This is an optimization exercise on Yosys and OpenROAD, whose aim is small area, a short achievable clock period and few clock cycles per item, not a production implementation.
Only simulation tests tie the RTL to the original design; equivalence was not proved.

`flow/run.sh`:
```
#!/bin/bash
# synth_recipe.tcl (not shown) runs the flow's synth.tcl, then flattens the netlist and writes it again
# the make line also repeats each setting of config.mk as NAME=value (left out here)
make -C /OpenROAD-flow-scripts/flow DESIGN_CONFIG=/design/flow/config.mk WORK_HOME=/design/flow/orfs CLKGATE_MAP_FILE= SYNTH_SCRIPT=/design/flow/synth_recipe.tcl finish
```
`flow/config.mk`:
```
export PLATFORM = sky130hd
export DESIGN_NAME = swar_conv
export DESIGN_NICKNAME = swar_conv
export VERILOG_FILES = /design/flow/design.v
export SDC_FILE = /design/flow/constraint.sdc
export NUM_CORES = 4
export LEC_CHECK = 0
export CAP_MARGIN = 20
export CORE_MARGIN = 2
export CORE_UTILIZATION = 40
export SLEW_MARGIN = 20
```
`flow/constraint.sdc`:
```
create_clock -name core_clock -period 8.0 [get_ports {clk}]
set_input_delay 1.6000 -clock core_clock [delete_from_list [all_inputs] [get_ports {clk}]]
set_output_delay 1.6000 -clock core_clock [all_outputs]
set_load 0.01 [all_outputs]
```
`flow/design.v`:
```
module swar_conv (
    input  wire         clk,
    input  wire         rst,
    input  wire         cmd_valid,
    output wire         cmd_ready,
    input  wire [31:0]  cmd,
    input  wire [63:0]  a,
    input  wire [63:0]  b,
    input  wire [7:0]   c,
    input  wire [167:0] sin,
    output reg          done,
    output reg          err,
    output wire [63:0]  res,
    output reg  [167:0] sout
);
    localparam [7:0] OP_HASZERO = 8'h01, OP_HASBYTE = 8'h02, OP_MEMCHR8 = 8'h03,
                     OP_TRIM8   = 8'h04,
                     OP_ATOU4   = 8'h10, OP_ATOU8   = 8'h11, OP_ATOU    = 8'h12,
                     OP_ATOI    = 8'h13, OP_HTOU8   = 8'h14, OP_HTOU    = 8'h15,
                     OP_UTOA2P  = 8'h20, OP_UTOAP   = 8'h21, OP_ITOA8   = 8'h22,
                     OP_ITOA    = 8'h23;
    wire [7:0] opc  = cmd[7:0];
    wire       in_p = cmd[8];
    wire       in_e = cmd[9];
    wire       in_r = cmd[10];
    wire       in_k = cmd[11];
    wire [4:0] in_n = cmd[20:16];
    reg known;
    always @* begin
        case (opc)
            OP_HASZERO, OP_HASBYTE, OP_MEMCHR8, OP_TRIM8,
            OP_ATOU4, OP_ATOU8, OP_ATOU, OP_ATOI, OP_HTOU8, OP_HTOU,
            OP_UTOA2P, OP_UTOAP, OP_ITOA8, OP_ITOA: known = 1'b1;
            default: known = 1'b0;
        endcase
    end
    wire legal = known
              && (cmd[15:12] == 4'd0) && (cmd[31:21] == 11'd0)
              && (!in_p || opc == OP_MEMCHR8 || opc == OP_TRIM8)
              && (!in_e || opc == OP_MEMCHR8 || opc == OP_TRIM8)
              && (!in_r || opc == OP_MEMCHR8)
              && !in_k
              && ((opc == OP_UTOAP) ? (in_n >= 5'd1 && in_n <= 5'd20)
                                    : (in_n == 5'd0));
    wire multi = cmd[4] | (cmd[5] & (cmd[1] | cmd[0]));
    wire is_fmt = cmd[5];                
    wire is_hex = cmd[2];                
    reg  busy;       
    reg  last;       
    reg  fmt_q;      
    reg  neg_q;      
    reg  utoap_q;    
    reg  hex_q;
    reg  [4:0] n_q;
    assign cmd_ready = busy ? last : !multi;
    wire accept = cmd_valid && cmd_ready;
    wire start  = !busy && cmd_valid && multi;
    reg [7:0]  zlane, mlane;
    reg [2:0]  first_pos, last_pos;
    reg [63:0] keep_mask;
    reg [63:0] word_res;
    reg [7:0]  d2;           
    integer    i;
    always @* begin
        for (i = 0; i < 8; i = i + 1) begin
            zlane[i] = (a[8*i +: 8] == 8'h00);
            mlane[i] = (a[8*i +: 8] == c);
        end
        first_pos = 3'd0;
        for (i = 7; i >= 0; i = i - 1)
            if (mlane[i]) first_pos = i[2:0];
        last_pos = 3'd0;
        for (i = 0; i < 8; i = i + 1)
            if (mlane[i]) last_pos = i[2:0];
        keep_mask = 64'd0;
        for (i = 0; i < 8; i = i + 1)
            keep_mask[8*i +: 8] = (i == 0) ? {8{!mlane[0]}}
                                           : keep_mask[8*(i-1) +: 8] & {8{!mlane[i]}};
        d2 = 8'd0;
        for (i = 6; i >= 0; i = i - 1) begin
            if (d2[3:0] >= 4'd5) d2[3:0] = d2[3:0] + 4'd3;
            if (d2[7:4] >= 4'd5) d2[7:4] = d2[7:4] + 4'd3;
            d2 = {d2[6:0], a[i]};
        end
        case (opc)
            OP_HASZERO: word_res = {63'd0, |zlane};
            OP_HASBYTE: word_res = {63'd0, |mlane};
            OP_MEMCHR8:
                if (mlane == 8'd0) word_res = 64'h0000_0000_FFFF_FFFF;
                else               word_res = {61'd0, in_r ? last_pos : first_pos};
            OP_TRIM8:   word_res = a & keep_mask;
            default:    word_res = {48'd0, 4'h3, d2[3:0], 4'h3, d2[7:4]};    
        endcase
    end
    wire [4:0] len   = b[4:0];
    wire       sgn   = (opc == OP_ATOI) && (len != 5'd0)
                    && (sin[7:0] == 8'h2B || sin[7:0] == 8'h2D);
    wire [4:0] ndig  = len - {4'd0, sgn};
    reg  [3:0] ei_q;
    wire [3:0] ei0   = {3'd0, len[0] & sgn};
    wire [3:0] ei    = busy ? ei_q : ei0;
    wire [3:0] oi    = ei - {3'd0, len[0]};
    reg  [7:0] ebyte, obyte;
    integer    q;
    always @* begin
        ebyte = 8'd0;
        for (q = 0; q < 11; q = q + 1)
            if (ei == q) ebyte = sin[16*q +: 8];
        obyte = 8'd0;
        for (q = 0; q < 10; q = q + 1)
            if (oi == q) obyte = sin[16*q + 8 +: 8];
    end
    wire [7:0] hi_b = len[0] ? obyte : ebyte;
    wire [7:0] lo_b = len[0] ? ebyte : obyte;
    wire [3:0] hi_v = hi_b[3:0] + (hi_b[6] ? 4'd9 : 4'd0);
    wire [3:0] lo_v = lo_b[3:0] + (lo_b[6] ? 4'd9 : 4'd0);
    wire       nzero = (ndig == 5'd0);
    wire       mhi   = nzero || (!busy && ndig[0]);
    wire [7:0] pfetch = {mhi ? 4'd0 : hi_v, nzero ? 4'd0 : lo_v};
    wire       plast = nzero || (ei == len[4:1] - {3'd0, !len[0]});
    wire       fneg = cmd[1] && b[63];       
    reg  [7:0] bz, bf, cy, nzb;
    reg  [2:0] j0;
    always @* begin
        for (i = 0; i < 8; i = i + 1) begin
            bz[i] = (b[8*i +: 8] == 8'h00);
            bf[i] = (b[8*i +: 8] == 8'hFF);
        end
        cy[0] = 1'b1;                        
        for (i = 1; i < 8; i = i + 1)
            cy[i] = cy[i-1] & bz[i-1];
        for (i = 0; i < 8; i = i + 1)
            nzb[i] = fneg ? !((bz[i] & cy[i]) | (bf[i] & !cy[i])) : !bz[i];
        j0 = 3'd0;
        for (i = 1; i < 8; i = i + 1)
            if (nzb[i]) j0 = i[2:0];
    end
    reg  [2:0] fi_q;
    wire [2:0] fi   = busy ? fi_q : j0;
    wire [7:0] fsel = b[8*fi +: 8];
    wire       fcy  = cy[fi];
    wire [7:0] ffetch = fneg ? (~fsel + {7'd0, fcy}) : fsel;
    wire       flast = (fi == 3'd0);
    reg  [7:0] fb;       
    reg  [63:0] acc;     
    reg  [79:0] bcd;     
    wire [6:0]  pval = {3'd0, fb[7:4]} * 7'd10 + {3'd0, fb[3:0]};
    wire [63:0] dsum = (acc << 6) + (acc << 5) + (acc << 2)
                     + (neg_q ? (64'd0 - {57'd0, pval}) : {57'd0, pval});
    wire [63:0] acc_next = hex_q ? {acc[55:0], fb} : dsum;
    reg [79:0] dd;
    integer    k, t;
    always @* begin
        dd = bcd;
        for (t = 7; t >= 0; t = t - 1) begin
            for (k = 0; k < 20; k = k + 1)
                if (dd[4*k +: 4] >= 4'd5) dd[4*k +: 4] = dd[4*k +: 4] + 4'd3;
            dd = {dd[78:0], fb[t]};
        end
    end
    always @(posedge clk) begin
        done <= 1'b0;
        if (rst) begin
            busy <= 1'b0;
            last <= 1'b0;
        end else begin
            if (accept) begin
                done <= 1'b1;
                err  <= !legal;
            end
            if (!busy) begin
                if (accept) begin
                    acc   <= word_res;
                    fmt_q <= 1'b0;
                end
                if (start) begin
                    busy    <= 1'b1;
                    acc     <= 64'd0;
                    bcd     <= 80'd0;
                    fmt_q   <= is_fmt;
                    hex_q   <= is_hex;
                    utoap_q <= !cmd[1];
                    n_q     <= in_n;
                    neg_q   <= is_fmt ? fneg : (sgn && sin[2]);
                    fb      <= is_fmt ? ffetch : pfetch;
                    ei_q    <= ei0 + 4'd1;
                    fi_q    <= j0 - 3'd1;
                    last    <= !legal || (is_fmt ? flast : plast);
                end
            end else begin
                if (fmt_q) bcd <= dd;
                else       acc <= acc_next;
                if (last) begin
                    busy <= 1'b0;
                    last <= 1'b0;
                end else begin
                    fb   <= fmt_q ? ffetch : pfetch;
                    ei_q <= ei_q + 4'd1;
                    fi_q <= fi_q - 3'd1;
                    last <= fmt_q ? flast : plast;
                end
            end
        end
    end
    reg  [4:0] nd;           
    always @* begin
        nd = 5'd1;
        for (k = 1; k < 20; k = k + 1)
            if (bcd[4*k +: 4] != 4'd0) nd = k[4:0] + 5'd1;
    end
    wire [4:0] flen = utoap_q ? n_q : nd;
    wire       fs   = neg_q;
    wire [4:0] ls   = flen + {4'd0, fs};           
    wire [4:0] sh   = 5'd20 - ls;                  
    reg  [79:0] rev;
    always @* begin
        for (k = 0; k < 20; k = k + 1)
            rev[4*k +: 4] = bcd[4*(19-k) +: 4];
    end
    wire [79:0] sdig = rev >> {sh, 2'b00};
    always @* begin
        for (k = 0; k < 21; k = k + 1) begin
            if (k == 0 && fs)
                sout[8*k +: 8] = 8'h2D;
            else if (k < ls)
                sout[8*k +: 8] = {4'h3, (k < 20) ? sdig[4*(k % 20) +: 4] : 4'h0};
            else
                sout[8*k +: 8] = 8'h00;
        end
    end
    assign res = {acc[63:5], fmt_q ? ls : acc[4:0]};
endmodule
```
==> run summary, run 1 <==
Hold path:
- The path category of the worst min-delay check is reg -> reg.

GRT:
- After global routing the overflow that remains totals 0.
- The initial antenna violation count came to 12.
- The global-route track usage on met3 is 3.91%.
- The met1 routing resource usage after global routing is 36.0%.
- The number of global-route vias before repair is roughly 43,000.
- The maximum number of pins on one net before global-route repair is 87.
- Global routing used 44.8% of the available met2 tracks.
- The global-route usage over all layers is 27.0%.
- The busiest layer in global routing is met2.
- The first global-routing pass estimated 242 mm of wire.

Clock tree:
- The clock sink count is between 150 and 200.
- The root buffer cell is sky130_fd_sc_hd__clkbuf_16.
- The TritonCTS clock tree is yes.
- The longest clock path from root to sink contains 2 buffers.
- The clock slew at the register clock pins of the worst setup and hold paths is about 0.080 ns.
- The number of hold-repair buffers added at the cts stage is 0.
- The H-tree generated during clock tree synthesis spans 4 levels.
- The clock latency at the later pin of the worst-skew pair is 0.53 ns.
- TritonCTS created 17 clock buffers.

Worst setup path:
- The most repeated library cell on the critical path is sky130_fd_sc_hd__o21ai_1.
- The slowest stage of the critical path is the sky130_fd_sc_hd__clkdlybuf4s50_1 cell.
- The sort of element at the start of the critical path is a flip-flop.
- The critical path goes through inv_1, ha_1, nor3b_1, o21ai_1, a21oi_2, o21ai_0, a31oi_1, o21ai_0, a21oi_1, o21ai_1, o21ai_1, ha_4, ha_1, inv_2, ha_4, buf_6, buf_6, buf_4, nor2_1, nand2_1, or3_1, a21oi_1, clkdlybuf4s50_1.
- The worst setup path is captured at an output port.
- The largest single stage delay on the critical path is approximately 0.57 ns.
- Among cell families on the critical path, the largest total delay comes from compound AO/OA/AOI/OAI gates.
- At the worst endpoint, the arrival time is 6.19 ns.
- Counting both buffers and inverters, the worst setup path holds a total of 6.
- The maximum net fanout on the critical path is 16.
- The critical path is of the reg -> out type.
- For the worst setup path, the data required time is 6.40 ns.

Route:
- The final layout contains routed wiring with a total length of 156 mm.
- In the final routed layout, each cell accounts on average for about 21 um.
- The detailed router placed 46,606 vias in this run.
- The number of DRC violations after detailed routing is 0.
- The iteration count of the initial detailed-routing pass is 6.
- The via count normalized by instance count is 6.13.
- In this run the remaining antenna-violating nets after routing total 0.
- The initial DRC count is 4,139.

Timing:
- The final hold slack is 0.514 ns.
- The share of the clock period used by the worst path after layout is between 90% and 100%.
- The clock period minus worst slack is 7.79 ns.
- The final max-slew violation count is 0.
- The final clock skew is 0.0223 ns.
- Headroom to the max-slew limit came out at 29.7%.
- The number of hold violations in the final report is 0.
- The highest clock frequency the design can meet is 0.128 GHz.
- Setup violations remaining at the end of the flow were counted as 0.
- The final critical-path setup slack is 0.213 ns.
- At the pin with the least slew margin, the transition time is 1.05 ns.

Synth:
- Sequential cells were found to cover about an eighth of the synthesized design area.
- The number of warnings reported in the yosys synthesis log is 1.
- In this run, distinct cell masters in the synthesized netlist total 135.
- In the synthesized netlist the dominant register cell turns out to be sky130_fd_sc_hd__edfxtp_1.
- After synthesis the netlist holds a flip-flop and latch count of 172.
- The number of flops mapped to enable cells by yosys is ~170.
- The post-synthesis async set-or-reset flop share is 0%.
- In the synthesized netlist, the number of instances is 5,873.
- The combined area of all synthesized cells is roughly 0.043 mm2.
- The post-synthesis average cell area is about 7.3 um2.

Die:
- The floorplan step set the die height to 332 um.
- The region available for standard cell placement spans 0.107 mm2.
- The die footprint is 0.110 mm2.
- The starting utilization of the core area is 40.3%.
- 574 I/O pins were placed.
- The die is roughly 330 um wide.
- In this run the core area contains 120 standard-cell rows.

Final layout:
- The post-route netlist has 9.63% of its cells at a drive strength greater than 1.
- The final design area excluding fillers is 0.0501 mm2.
- The signed area change from the synthesized netlist to the final layout is 16.4%.
- At the end of the flow, the number of nets in the layout was a little under 7,000.

Placed design:
- The total placed instance area is 0.0489 mm2.
- The worst setup slack before clock tree synthesis is 0.199 ns.
- The number of buffers inserted by port buffering is 467.
- At the end of routability-driven placement, the weighted congestion stood at 0.999.
- Once detailed placement completed, the half-perimeter wirelength came to roughly 120 mm.

Run status:
- The flow ran to the end and the layout has no timing, DRC or antenna violations.

Flow run:
- The tool flagged a number of max-cap violations equal to 0.
worst paths after layout:
check	start	to	slack (ns)	depth (start not counted)
setup / recovery	bcd[29]$_SDFFCE_PN0P_	sout[18]	0.21	23
hold / removal	last$_SDFFE_PP0P_	last$_SDFFE_PP0P_	0.51	2
setup reg to reg	bcd[29]$_SDFFCE_PN0P_	bcd[40]$_SDFFCE_PN0P_	0.51	31
hold reg to reg	last$_SDFFE_PP0P_	last$_SDFFE_PP0P_	0.51	2
per-stage QoR:
| stage | setup TNS [ns] | utilization, % | cells |
|---|---|---|---|
| after floorplan | 0 | - | 5918 |
| after global placement | 0 | 45.8 | 7539 |
| after detailed placement | 0 | 45.8 | 7539 |
| after CTS | -0.0581 | 46.4 | 7572 |
| after global routing | -0.365 | 46.9 | 7597 |
| final | 0 | 46.9 | 7597 |
cell families (layout without fill, tap and decap cells):
kind of cell / count (synthesis) / after routing / synth area share (%)
buffers and inverters: 636 / 908 / 6.86
XOR/XNOR: 258 / 258 / 5.57
AND/OR/NAND/NOR: 2088 / 2088 / 23.1
adder cells (fa/ha/maj): 367 / 367 / 12.6
AO/OA/AOI/OAI: 2082 / 2082 / 32.7
flip-flops: 172 / 172 / 11.9
multiplexers: 269 / 269 / 7.18
other: 1 / 50 / 0.00871
synthesized netlist by cell type (all sizes together) (85+ instances only):
cell type	count	share of area, %
nand2	566	4.9
buf	194	3.0
o21ai	443	5.2
a21oi	511	6.1
xnor2	173	3.7
edfxtp	169	12
a31oi	95	1.5
inv	221	1.9
mux2i	178	4.2
nand3	176	2.0
clkbuf	218	1.9
ha	225	6.5
nor3	172	2.1
fa	118	5.5
xor2	85	1.8
a211oi	120	2.2
nor2	597	5.2
o211ai	109	2.0
layout by cell type (no fill, tap or decap), types with 118 or more instances in the layout:
cell type,Yosys,final
sky130_fd_sc_hd__buf_4,131,174
sky130_fd_sc_hd__edfxtp_1,169,169
sky130_fd_sc_hd__nand2_1,564,564
sky130_fd_sc_hd__nor3_1,164,161
sky130_fd_sc_hd__clkdlybuf4s50_1,0,466
sky130_fd_sc_hd__inv_1,205,202
sky130_fd_sc_hd__nor2_1,596,581
sky130_fd_sc_hd__mux2i_1,172,171
sky130_fd_sc_hd__o21ai_0,368,347
sky130_fd_sc_hd__ha_1,225,221
sky130_fd_sc_hd__fa_1,118,118
sky130_fd_sc_hd__nand3_1,176,176
sky130_fd_sc_hd__xnor2_1,162,152
sky130_fd_sc_hd__a21oi_1,495,478
area by class of cell:
type / count / area [um2]
clock buffer: 19 / 443
multi-input combinational: 5110 / 35600
fill: 10838 / 56800
timing repair buffer: 652 / 6150
clock inverter: 13 / 178
sequential: 172 / 5140
tap: 1403 / 1760
inverter: 224 / 846
antenna: 4 / 10.0
layer usage:
metal | vias to the layer above | part of all wire (%) | routed length, um
li1 | 22576 | - | -
met1 | 22078 | 44 | 68500
met2 | 1703 | 46 | 71900
met3 | 239 | 6.6 | 10300
met4 | 10 | 3.3 | 5180
met5 | - | 0.040 | 63
registers in the layout, summed over array words and instances, names as in the netlist, 3 cells and up:
name and cells:
acc 64, bcd 80, ei_q 4, fb 8, fi_q 3, n_q 5
tightest hold or removal path: stages (launching register included):
cell,delay (ns)
sky130_fd_sc_hd__dfxtp_1,0.33
sky130_fd_sc_hd__nor2_1,0.10
sky130_fd_sc_hd__nor3_1,0.05
repair_timing:
item | CTS | global route
pin swaps | 1 | 6
setup buffers | 1 | 20
gates resized for setup | 9 | 94
endpoints found under the setup margin | 37 | 131
Testbench counts, summed over its fixed seeds: cycles 9,822, commands 2,400.
==> run 2, diff against run 1 <==
--- a/flow/design.v
+++ b/flow/design.v
@@ -53,5 +53,10 @@
     reg  hex_q;
     reg  [4:0] n_q;
-    assign cmd_ready = busy ? last : !multi;
+    reg        first;    
+    reg        fin;      
+    reg        out_fmt;  
+    reg        out_s;    
+    reg  [4:0] ls_q;     
+    assign cmd_ready = busy ? last : (!multi && !fin);
     wire accept = cmd_valid && cmd_ready;
     wire start  = !busy && cmd_valid && multi;
@@ -149,33 +154,72 @@
                      + (neg_q ? (64'd0 - {57'd0, pval}) : {57'd0, pval});
     wire [63:0] acc_next = hex_q ? {acc[55:0], fb} : dsum;
+    function [4:0] dstep;
+        input [3:0] d;
+        input       cin;
+        begin
+            dstep[4] = d[3] | (d[2] & (d[1] | d[0]));
+            dstep[3] = (d[2] & ~d[1] & ~d[0]) | (d[3] & d[0]);
+            dstep[2] = (d[1] & ~d[2]) | (d[1] & d[0]) | (d[3] & ~d[0]);
+            dstep[1] = (d[0] & ~d[2] & ~d[3]) | (d[2] & d[1] & ~d[0]) | (d[3] & ~d[0]);
+            dstep[0] = cin;
+        end
+    endfunction
     reg [79:0] dd;
+    reg        dcy;
+    reg [4:0]  dso;
     integer    k, t;
     always @* begin
-        dd = bcd;
+        dd = first ? 80'd0 : bcd;
         for (t = 7; t >= 0; t = t - 1) begin
-            for (k = 0; k < 20; k = k + 1)
-                if (dd[4*k +: 4] >= 4'd5) dd[4*k +: 4] = dd[4*k +: 4] + 4'd3;
-            dd = {dd[78:0], fb[t]};
-        end
-    end
+            dcy = fb[t];
+            for (k = 0; k < 20; k = k + 1) begin
+                dso = dstep(dd[4*k +: 4], dcy);
+                dd[4*k +: 4] = dso[3:0];
+                dcy = dso[4];
+            end
+        end
+    end
+    reg  [4:0] nd;           
+    always @* begin
+        nd = 5'd1;
+        for (k = 1; k < 20; k = k + 1)
+            if (bcd[4*k +: 4] != 4'd0) nd = k[4:0] + 5'd1;
+    end
+    wire [4:0]  ls  = (utoap_q ? n_q : nd) + {4'd0, neg_q};
+    wire [4:0]  sh  = 5'd20 - ls;
+    reg  [79:0] rev;
+    always @* begin
+        for (k = 0; k < 20; k = k + 1)
+            rev[4*k +: 4] = bcd[4*(19-k) +: 4];
+    end
+    wire [79:0] aligned = rev >> {sh, 2'b00};
     always @(posedge clk) begin
-        done <= 1'b0;
+        done <= fin;
+        fin  <= 1'b0;
         if (rst) begin
             busy <= 1'b0;
             last <= 1'b0;
+            done <= 1'b0;
         end else begin
             if (accept) begin
-                done <= 1'b1;
-                err  <= !legal;
+                err <= !legal;
+                if (busy && fmt_q && legal) fin <= 1'b1;
+                else                        done <= 1'b1;
+            end
+            if (fin) begin
+                bcd     <= aligned;
+                ls_q    <= ls;
+                out_s   <= neg_q;
+                out_fmt <= 1'b1;
             end
             if (!busy) begin
                 if (accept) begin
-                    acc   <= word_res;
-                    fmt_q <= 1'b0;
+                    acc     <= word_res;
+                    out_fmt <= 1'b0;
                 end
                 if (start) begin
                     busy    <= 1'b1;
+                    first   <= 1'b1;
                     acc     <= 64'd0;
-                    bcd     <= 80'd0;
                     fmt_q   <= is_fmt;
                     hex_q   <= is_hex;
@@ -189,6 +233,8 @@
                 end
             end else begin
+                first <= 1'b0;
                 if (fmt_q) bcd <= dd;
                 else       acc <= acc_next;
+                if (accept) out_fmt <= 1'b0;
                 if (last) begin
                     busy <= 1'b0;
@@ -203,30 +249,10 @@
         end
     end
-    reg  [4:0] nd;           
-    always @* begin
-        nd = 5'd1;
-        for (k = 1; k < 20; k = k + 1)
-            if (bcd[4*k +: 4] != 4'd0) nd = k[4:0] + 5'd1;
-    end
-    wire [4:0] flen = utoap_q ? n_q : nd;
-    wire       fs   = neg_q;
-    wire [4:0] ls   = flen + {4'd0, fs};           
-    wire [4:0] sh   = 5'd20 - ls;                  
-    reg  [79:0] rev;
     always @* begin
         for (k = 0; k < 20; k = k + 1)
-            rev[4*k +: 4] = bcd[4*(19-k) +: 4];
-    end
-    wire [79:0] sdig = rev >> {sh, 2'b00};
-    always @* begin
-        for (k = 0; k < 21; k = k + 1) begin
-            if (k == 0 && fs)
-                sout[8*k +: 8] = 8'h2D;
-            else if (k < ls)
-                sout[8*k +: 8] = {4'h3, (k < 20) ? sdig[4*(k % 20) +: 4] : 4'h0};
-            else
-                sout[8*k +: 8] = 8'h00;
-        end
-    end
-    assign res = {acc[63:5], fmt_q ? ls : acc[4:0]};
+            sout[8*k +: 8] = (k == 0 && out_s) ? 8'h2D
+                           : {2'b00, {2{k < ls_q}}, bcd[4*k +: 4]};
+        sout[167:160] = 8'h00;
+    end
+    assign res = {acc[63:5], out_fmt ? ls_q : acc[4:0]};
 endmodule
==> flow/flow/run.sh (new file) <==
#!/bin/bash
# Standard layout, run whole; output in std.log
bash standard.sh > std.log 2>&1
==> flow/standard.sh (new file) <==
#!/bin/bash
# synth_recipe.tcl (not shown) runs the flow's synth.tcl, then flattens the netlist and writes it again
# the make line also repeats each setting of config.mk as NAME=value (left out here)
make -C /OpenROAD-flow-scripts/flow DESIGN_CONFIG=/design/flow/config.mk WORK_HOME=/design/flow/orfs CLKGATE_MAP_FILE= SYNTH_SCRIPT=/design/flow/synth_recipe.tcl "${@:-finish}"
--- a/flow/config.mk
+++ b/flow/config.mk
@@ -6,6 +6,8 @@
 export NUM_CORES = 4
 export LEC_CHECK = 0
+export ABC_AREA = 1
 export CAP_MARGIN = 20
 export CORE_MARGIN = 2
 export CORE_UTILIZATION = 40
+export SETUP_SLACK_MARGIN = 3
 export SLEW_MARGIN = 20
removed: flow/run.sh
==> run summary, run 2 <==
Final layout:
- The final core utilization was 51.2% (+4.3 points).
- The number of flip-flops in the largest register came to 80 (unchanged).
- The register name with the most flops is bcd.
- The top cell types in the final layout, fill and taps aside, are 2,109 x sky130_fd_sc_hd__nand2_1, 872 x sky130_fd_sc_hd__nor2_1, 670 x sky130_fd_sc_hd__nand3_1.
- The final-stage net count came to 7,947 (+16%).
- The fraction of final layout cells with drive strength greater than 1 was 14.4% (+4.8 points).
- The largest registers in the layout are bcd x80, acc x64, fb x8.
- The post-layout instance count excluding filler cells is 8,684 (+14%).
- The library cell used most frequently in the layout, excluding fill and tap cells, is sky130_fd_sc_hd__nand2_1.
- The signed area change from the synthesized netlist to the final layout is 26.7%.

Worst setup path:
- The worst endpoint required time was 8.28 ns (+1.88 ns).
- STA classifies the critical path endpoint as a flip-flop.
- The number of cells on the worst reg-to-reg path was 23 (-26%).
- The type of the worst setup path is reg -> reg.
- The maximum net fanout on the critical path is 6 (-10).
- The worst endpoint data arrival time is 5.85 ns (-0.34 ns).
- The sort of element at the start of the critical path is a flip-flop.

Synth:
- Counting instances in the post-synthesis netlist gives the leading cell types as 2,173 x sky130_fd_sc_hd__nand2_1, 933 x sky130_fd_sc_hd__nor2_1, 696 x sky130_fd_sc_hd__nand3_1, 664 x sky130_fd_sc_hd__inv_1, 565 x sky130_fd_sc_hd__o21ai_0.
- The post-synthesis sequential element count is 181 (+5.2%).
- By instance count, the leading cell after synthesis is sky130_fd_sc_hd__nand2_1.
- The number of flops mapped to enable cells by yosys is 177 (+4.7%).
- The number of unique standard cell types used by synthesis is 65 (-52%).
- The sequential cell area fraction in the yosys report is 13.8% (+1.9 points).
- The synthesized design spends more area on one cell type than any other, namely sky130_fd_sc_hd__nand2_1.
- The proportion of netlist area held by the largest area contributor is 20.9% (+9.1 points).
- The combined area of all synthesized cells was 0.0391 mm2 (-9.3%).
- In the post-synthesis netlist, the biggest area contributors are sky130_fd_sc_hd__nand2_1 21%, sky130_fd_sc_hd__edfxtp_1 14%, sky130_fd_sc_hd__nor2_1 9.0%.
- The most common flop cell mapped by yosys is sky130_fd_sc_hd__edfxtp_1.
- The post-synthesis async set-or-reset flop share was 0% (unchanged).
- The number of warnings reported in the yosys synthesis log is 1 (unchanged).
- The post-synthesis average cell area is 5.62 um2 (-23%).
- The gate count after technology mapping is 6,952 (+18%).

Timing:
- The final clock skew came to 0.0169 ns (-0.00546 ns).
- The worst-margin pin slew was 1.25 ns (+0.194 ns).
- The share of the clock period used by the worst path after layout is 69.6% (-28 points).
- Setup repair after global routing could not meet its margin everywhere.
- The normalized max-slew margin is 16.0% (-14 points).
- The final hold slack is 0.535 ns (+0.0210 ns).
- The final max-slew violation count is 0 (unchanged).
- The clock period minus worst slack is 5.57 ns (-2.22 ns).
- The final total negative setup slack came to 0 ns (unchanged).
- The number of hold violations in the final report is 0 (unchanged).
- The final count of negative-setup-slack endpoints is 0 (unchanged).
- The highest clock frequency the design can meet is 0.179 GHz (+40%).

GRT:
- The layer flagged by global routing as most heavily used is met2.
- The number of global-route vias before repair is 44,292 (+3.0%).
- The met1 routing resource usage after global routing is 39.7% (+3.7 points).
- The global-route usage over all layers is 31.9% (+4.9 points).
- The total global routing overflow came to 0 (unchanged).
- The global-route track usage on met3 is 5.38% (+1.5 points).
- The fraction of met2 tracks used by global routing came to 53.3% (+8.5 points).
- The maximum number of pins on one net before global-route repair was 87 (unchanged).
- The initial antenna violation count is 14 (+2).
- The first-pass GRT wire length was 248 mm (+2.6%).

Clock tree:
- The number of buffers created by CTS is 17 (unchanged).
- The clock slew at the register clock pins of the worst setup and hold paths is 0.08 ns (about the same).
- The TritonCTS clock tree is yes.
- The number of hold-repair buffers added at the cts stage is 0 (unchanged).
- The clock latency at the later pin of the worst-skew pair came to 0.54 ns (about the same).
- The clock sink count is 181 (+5.2%).
- The maximum clock path buffer count was 2 (unchanged).
- The H-tree depth reported by CTS was 4 (unchanged).
- The root buffer cell is sky130_fd_sc_hd__clkbuf_16.

Hold path:
- In this run the worst hold path is classified as reg -> reg.
- The number of cells on the worst hold path is 1 (-1).

Placed design:
- The HPWL after detailed placement is 130 mm (+4.3%).
- The number of buffers inserted by port buffering was 465 (-0.43%).
- The final weighted congestion in routability-driven placement is 1.08 (+8.3%).
- The number of placed instances, taps included is 8,415 (+12%).

Flow run:
- The max-cap violation count was 0 (unchanged).

Route:
- The post-detailed-routing wire length is 169 mm (+8.4%).
- The post-detailed-route wirelength per cell was 19.5 um (-5.1%).
- The iteration count of the initial detailed-routing pass came to 6 (unchanged).
- The total number of vias was 48,529 (+4.1%).
- The via count normalized by instance count was 5.59 (-8.9%).
- The initial DRC count is 5,079 (+23%).
- The number of DRC violations after detailed routing is 0 (unchanged).
- The remaining number of nets flagged by the antenna check after routing was 0 (unchanged).

Die:
- The count of standard-cell rows is 114 (-5.0%).
- The top-level port count came to 574 (unchanged).
- The starting utilization of the core area is 40.4% (+0.12 points).
- The die footprint is 0.100 mm2 (-9.2%).
- The die width is 317 um (-4.7%).
- The core area is 0.0967 mm2 (-9.5%).
- The vertical extent of the die is 317 um (-4.7%).

Run status:
- The run finished with no timing, DRC or antenna violations.
==> run 2: cells by family (layout without fill, tap and decap cells) <==
logic type                 after synthesis  in the layout  share of synthesized area (%)
AOI/OAI and AO/OA                     1211           1211                           17.5
xor gates and xnor gates                92             92                           2.06
adders and majority gates              221            221                           9.35
buffers and inverters                 1102           1500                           12.8
DFF                                    181            181                           13.8
muxes                                    4              4                          0.102
other                                    1             56                        0.00960
and+or+nand+nor                       4140           4143                           44.3
==> run 2: cell type report <==
type,instances,area (um2)
clock inverters,13,195
inverters,735,2840
fillers,9920,47200
clock buffers,19,443
repair buffers,730,7150
flip-flops and latches,181,5400
repair inverters,3,22.5
multi-input cells,5719,31800
well taps,1276,1600
diodes,8,20.0
==> run 2: metal layers <==
layer  up-vias  wire length [um]
met2      2108             78200
met1     22421             67900
li1      23549                 -
met4         6              9210
met3       445             13900
met5         -                35
==> run 2: path summary, 6_finish.rpt <==
check,from,slack [ns],to
max,fb[7]$_DFFE_PP_,2.43,acc[39]$_DFFE_PP_
min,last$_SDFFE_PP0N_,0.54,busy$_SDFF_PP0_
max reg2reg,fb[7]$_DFFE_PP_,2.43,acc[39]$_DFFE_PP_
min reg2reg,last$_SDFFE_PP0N_,0.54,busy$_SDFF_PP0_
==> run 2: timing repair <==
action,4_1_cts,5_1_grt
setup buffers,138,75
setup endpoints to repair,146,142
resized for setup,452,298
gates cloned,10,6
pin swaps,146,151
==> run 2: critical path, stage by stage, from the launching register on <==
cell                       delay (ns)
sky130_fd_sc_hd__edfxtp_1        0.42
sky130_fd_sc_hd__ha_1            0.32
sky130_fd_sc_hd__ha_2            0.19
sky130_fd_sc_hd__fa_2            0.60
sky130_fd_sc_hd__nand3_2         0.11
sky130_fd_sc_hd__xor2_2          0.20
sky130_fd_sc_hd__a41oi_4         0.16
sky130_fd_sc_hd__buf_12          0.19
sky130_fd_sc_hd__buf_8           0.14
sky130_fd_sc_hd__buf_8           0.13
sky130_fd_sc_hd__fa_1            0.48
sky130_fd_sc_hd__ha_4            0.32
sky130_fd_sc_hd__buf_4           0.14
sky130_fd_sc_hd__nand2_4         0.08
sky130_fd_sc_hd__nor2_4          0.14
sky130_fd_sc_hd__inv_1           0.11
sky130_fd_sc_hd__nor4_4          0.35
sky130_fd_sc_hd__a21oi_4         0.12
sky130_fd_sc_hd__nor3_1          0.36
sky130_fd_sc_hd__o21ai_0         0.21
sky130_fd_sc_hd__inv_1           0.11
sky130_fd_sc_hd__o21ai_0         0.17
sky130_fd_sc_hd__o211ai_1        0.19
sky130_fd_sc_hd__nand2_1         0.06
==> run 2: through the flow <==
step / cell area [um2] / worst slack [ns]
6_report: 49500 / 2.43
5_1_grt: 49500 / 2.25
4_1_cts: 47800 / 2.60
3_5_place_dp: 44100 / 1.03
3_3_place_gp: 44100 / 1.22
2_1_floorplan: 39800 / 1.87
Testbench counts of run 2, summed over its fixed seeds: cycles 10,067, commands 2,400.
==> run 3, diff against run 2 <==
==> flow/run.sh (new file) <==
#!/bin/bash
# synth_recipe.tcl (not shown) runs the flow's synth.tcl, then flattens the netlist and writes it again
# the make line also repeats each setting of config.mk as NAME=value (left out here)
make -C /OpenROAD-flow-scripts/flow DESIGN_CONFIG=/design/flow/config.mk WORK_HOME=/design/flow/orfs CLKGATE_MAP_FILE= SYNTH_SCRIPT=/design/flow/synth_recipe.tcl finish
removed: flow/flow/run.sh
removed: flow/standard.sh
==> run summary, run 3 <==
Route:
- The met2 routed wirelength came to 78.2 mm (unchanged).
- The post-detailed-routing wire length is 169 mm (unchanged).
- The detailed-routed wire length on met3 is 13.9 mm (unchanged).
- The initial DRC count came to 5,079 (unchanged).
- The iteration count of the initial detailed-routing pass is 6 (unchanged).
- The total number of vias is 48,529 (unchanged).
- Routed signal wires occupy layers up through met5.
- The number of DRC violations after detailed routing is 0 (unchanged).
- The met1 layer wirelength in the final routing is 67.9 mm (unchanged).
- The remaining number of nets flagged by the antenna check after routing came to 0 (unchanged).
- The post-detailed-route wirelength per cell is 19.5 um (unchanged).
- The via count normalized by instance count came to 5.59 (unchanged).

Clock tree:
- The H-tree depth reported by CTS is 4 (unchanged).
- The clock sink count came to 181 (unchanged).
- The maximum clock path buffer count was 2 (unchanged).
- The number of hold-repair buffers added at the cts stage is 0 (unchanged).
- The clock slew at the register clock pins of the worst setup and hold paths is 0.08 ns (about the same).
- The number of buffers created by CTS is 17 (unchanged).
- The TritonCTS clock tree is yes.
- The cell sitting at the root of the clock tree is a sky130_fd_sc_hd__clkbuf_16.
- The clock latency at the later pin of the worst-skew pair is 0.54 ns (about the same).

Worst setup path:
- The number of buffer and inverter stages on the critical path was 6 (unchanged).
- The number of cells on the worst reg-to-reg path is 23 (unchanged).
- The worst endpoint required time is 8.28 ns (about the same).
- The peak per-stage delay on the critical path is 0.60 ns (about the same).
- The type of the worst setup path is reg -> reg.
- The gate family responsible for the most delay along the worst path is adder cells.
- The maximum net fanout on the critical path is 6 (unchanged).
- STA classifies the critical path endpoint as a flip-flop.
- The largest individual stage delay along the critical path comes from the cell sky130_fd_sc_hd__fa_2.
- The number of stages on the worst setup path came to 23 (unchanged).
- Walking the worst path, the cells encountered are ha_1, ha_2, fa_2, nand3_2, xor2_2, a41oi_4, buf_12, buf_8, buf_8, fa_1, ha_4, buf_4, nand2_4, nor2_4, inv_1, nor4_4, a21oi_4, nor3_1, o21ai_0, inv_1, o21ai_0, o211ai_1, nand2_1.
- STA classifies the critical path startpoint as a flip-flop.
- The worst endpoint data arrival time is 5.85 ns (about the same).

Final layout:
- The library cells used most frequently in the layout, excluding fill and tap cells, are 2,109 x sky130_fd_sc_hd__nand2_1, 872 x sky130_fd_sc_hd__nor2_1, 670 x sky130_fd_sc_hd__nand3_1.
- The final-stage net count came to 7,947 (unchanged).
- The fraction of final layout cells with drive strength greater than 1 is 14.4% (unchanged).
- The post-layout instance count excluding filler cells is 8,684 (unchanged).
- Ranked by flip-flop count, first place goes to bcd.
- Leaving out fill and tap cells, the most frequent cell in the layout is sky130_fd_sc_hd__nand2_1.
- The largest registers in the layout are bcd x80, acc x64, fb x8.
- The number of flip-flops in the largest register is 80 (unchanged).
- The final design area excluding fillers was 0.0495 mm2 (unchanged).
- The signed area change from the synthesized netlist to the final layout is 26.7% (unchanged).
- The fill cell instance count of the final layout came to 9,920 (unchanged).

Synth:
- The combined area of all synthesized cells was 0.0391 mm2 (unchanged).
- The post-synthesis async set-or-reset flop share is 0% (unchanged).
- The largest total area in the synthesized netlist belongs to sky130_fd_sc_hd__nand2_1.
- The number of unique standard cell types used by synthesis came to 65 (unchanged).
- The share of the synthesized netlist area taken by xor and xnor gates is 2.06% (unchanged).
- The most repeated cell in the gate-level netlist after synthesis is sky130_fd_sc_hd__nand2_1.
- The proportion of netlist area held by the largest area contributor is 20.9% (unchanged).
- Yosys attributes the largest share of cell area to sky130_fd_sc_hd__nand2_1 21%, sky130_fd_sc_hd__edfxtp_1 14%, sky130_fd_sc_hd__nor2_1 9.0%.
- The post-synthesis average cell area came to 5.62 um2 (unchanged).
- The gate count after technology mapping is 6,952 (unchanged).
- The number of flops mapped to enable cells by yosys is 177 (unchanged).
- The synthesized-area fraction occupied by and/or/nand/nor cells is 44.3% (unchanged).
- The post-synthesis sequential element count is 181 (unchanged).
- The most common flop cell mapped by yosys is sky130_fd_sc_hd__edfxtp_1.
- The sequential cell area fraction in the yosys report came to 13.8% (unchanged).
- The mux cell area share after synthesis is 0.102% (unchanged).
- The fraction of the mapped netlist area in compound gates is 17.5% (unchanged).
- The main combinational cell family by area after synthesis is simple AND/OR/NAND/NOR gates.
- The synthesized-area fraction occupied by adder cells is 9.35% (unchanged).
- The number of warnings reported in the yosys synthesis log was 1 (unchanged).
- The commonest cells after synthesis are 2,173 x sky130_fd_sc_hd__nand2_1, 933 x sky130_fd_sc_hd__nor2_1, 696 x sky130_fd_sc_hd__nand3_1, 664 x sky130_fd_sc_hd__inv_1, 565 x sky130_fd_sc_hd__o21ai_0.

Timing:
- The final total negative setup slack is 0 ns (unchanged).
- The highest clock frequency the design can meet is 0.179 GHz (unchanged).
- The final hold slack was 0.535 ns (unchanged).
- The final max-slew violation count came to 0 (unchanged).
- Setup repair after global routing could not meet its margin everywhere.
- The number of hold violations in the final report is 0 (unchanged).
- The final clock skew is 0.0169 ns (unchanged).
- The normalized max-slew margin is 16.0% (unchanged).
- The clock period minus worst slack is 5.57 ns (unchanged).
- The final count of negative-setup-slack endpoints is 0 (unchanged).
- The share of the clock period used by the worst path after layout is 69.6% (unchanged).
- The worst-margin pin slew is 1.25 ns (unchanged).

GRT:
- The number of global-route vias before repair is 44,292 (unchanged).
- The global-route usage over all layers came to 31.9% (unchanged).
- The initial antenna violation count was 14 (unchanged).
- The first-pass GRT wire length is 248 mm (unchanged).
- The maximum number of pins on one net before global-route repair is 87 (unchanged).
- The total global routing overflow is 0 (unchanged).

Placed design:
- The number of buffers inserted by port buffering is 465 (unchanged).
- The number of placed instances, taps included is 8,415 (unchanged).
- The final weighted congestion in routability-driven placement is 1.08 (unchanged).
- The HPWL after detailed placement is 130 mm (unchanged).
- The total placed instance area came to 0.0441 mm2 (unchanged).

Die:
- The top-level port count is 574 (unchanged).
- The count of standard-cell rows is 114 (unchanged).
- The core area came to 0.0967 mm2 (unchanged).
- The vertical extent of the die is 317 um (unchanged).
- The die footprint is 0.100 mm2 (unchanged).
- The starting utilization of the core area is 40.4% (unchanged).
- The die width is 317 um (unchanged).

Hold path:
- The path category of the worst min-delay check is reg -> reg.
- The number of cells on the worst hold path is 1 (unchanged).

Flow run:
- The max-cap violation count is 0 (unchanged).

Run status:
- The run finished with no timing, DRC or antenna violations.
run 3: cell counts in the layout (fill, tap and decap cells not counted):
Identical to the previous run, type by type.
run 3: what timing repair did:
action | in CTS | in global routing
gates resized for setup | 452 | 298
pin swaps | 146 | 151
buffers inserted | 138 | 75
endpoints found under the setup margin | 146 | 142
gates cloned | 10 | 6
run 3: worst paths after layout:
path	startpoint	end	slack, ns
worst max-delay path	fb[7]$_DFFE_PP_	acc[39]$_DFFE_PP_	2.43
worst min-delay path	last$_SDFFE_PP0N_	busy$_SDFF_PP0_	0.54
worst max register to register	fb[7]$_DFFE_PP_	acc[39]$_DFFE_PP_	2.43
worst min register to register	last$_SDFFE_PP0N_	busy$_SDFF_PP0_	0.54
run 3: logic make-up after synthesis:
family                     Yosys count
and+or+nand+nor                   4140
AOI/OAI and AO/OA                 1211
buffers and inverters             1102
adders and majority gates          221
DFF                                181
xor gates and xnor gates            92
muxes                                4
other                                1
run 3: through the flow:
step	setup WS [ns]	utilization [%]
detailed placement	1.03	45.6
global placement	1.22	45.6
global route	2.25	51.2
finish	2.43	51.2
floorplan	1.87	-
CTS	2.60	49.4
run 3: layer usage:
layer  GRT usage [%]  vias up
met5               0        -
met4            15.3        6
met3            5.38      445
met2            53.3     2108
met1            39.7    22421
li1                -    23549
run 3: cell type report:
cell class              instances  area, um2  area share (%)
diodes                          8       20.0          0.0404
clock buffers                  19        443           0.895
clock inverters                13        195           0.394
inverters                     735       2840            5.73
multi-input cells            5719      31800            64.3
flip-flops and latches        181       5400            10.9
well taps                    1276       1600            3.23
repair buffers                730       7150            14.5
repair inverters                3       22.5          0.0455

==> static timing again, ports no longer ideal <==
How much do the figures lean on ideal ports? The routed layouts below were timed once more, with nothing changed but the port constraints. Step 1 (the two cells are an assumption about what drives the block):
set clk [get_ports {clk}]
set_driving_cell -lib_cell sky130_fd_sc_hd__clkbuf_16 $clk
set_driving_cell -lib_cell sky130_fd_sc_hd__buf_2 [delete_from_list [all_inputs] $clk]
Step 2 adds t to the input delays and takes it off the output delays; t is the mean of the earliest and latest rising clock arrival at the registers after step 1. Input paths then give back, and output paths get back, about the clock's delay inside the block. Slacks: no drivers / after step 1 / after step 2; pairs: no drivers / after step 1.
| run | t (ns) | setup slack, ns | latest minus earliest clock arrival (ns) |
|---|---|---|---|
| run 1 | 0.581 | 0.213 / 0.148 / 0.511 | 0.025 / 0.026 |
| run 2 | 0.601 | 2.429 / 2.429 / 2.429 | 0.017 / 0.017 |
| run 3 | 0.601 | 2.429 / 2.429 / 2.429 | 0.017 / 0.017 |
After both steps setup and hold are still met in every run listed.
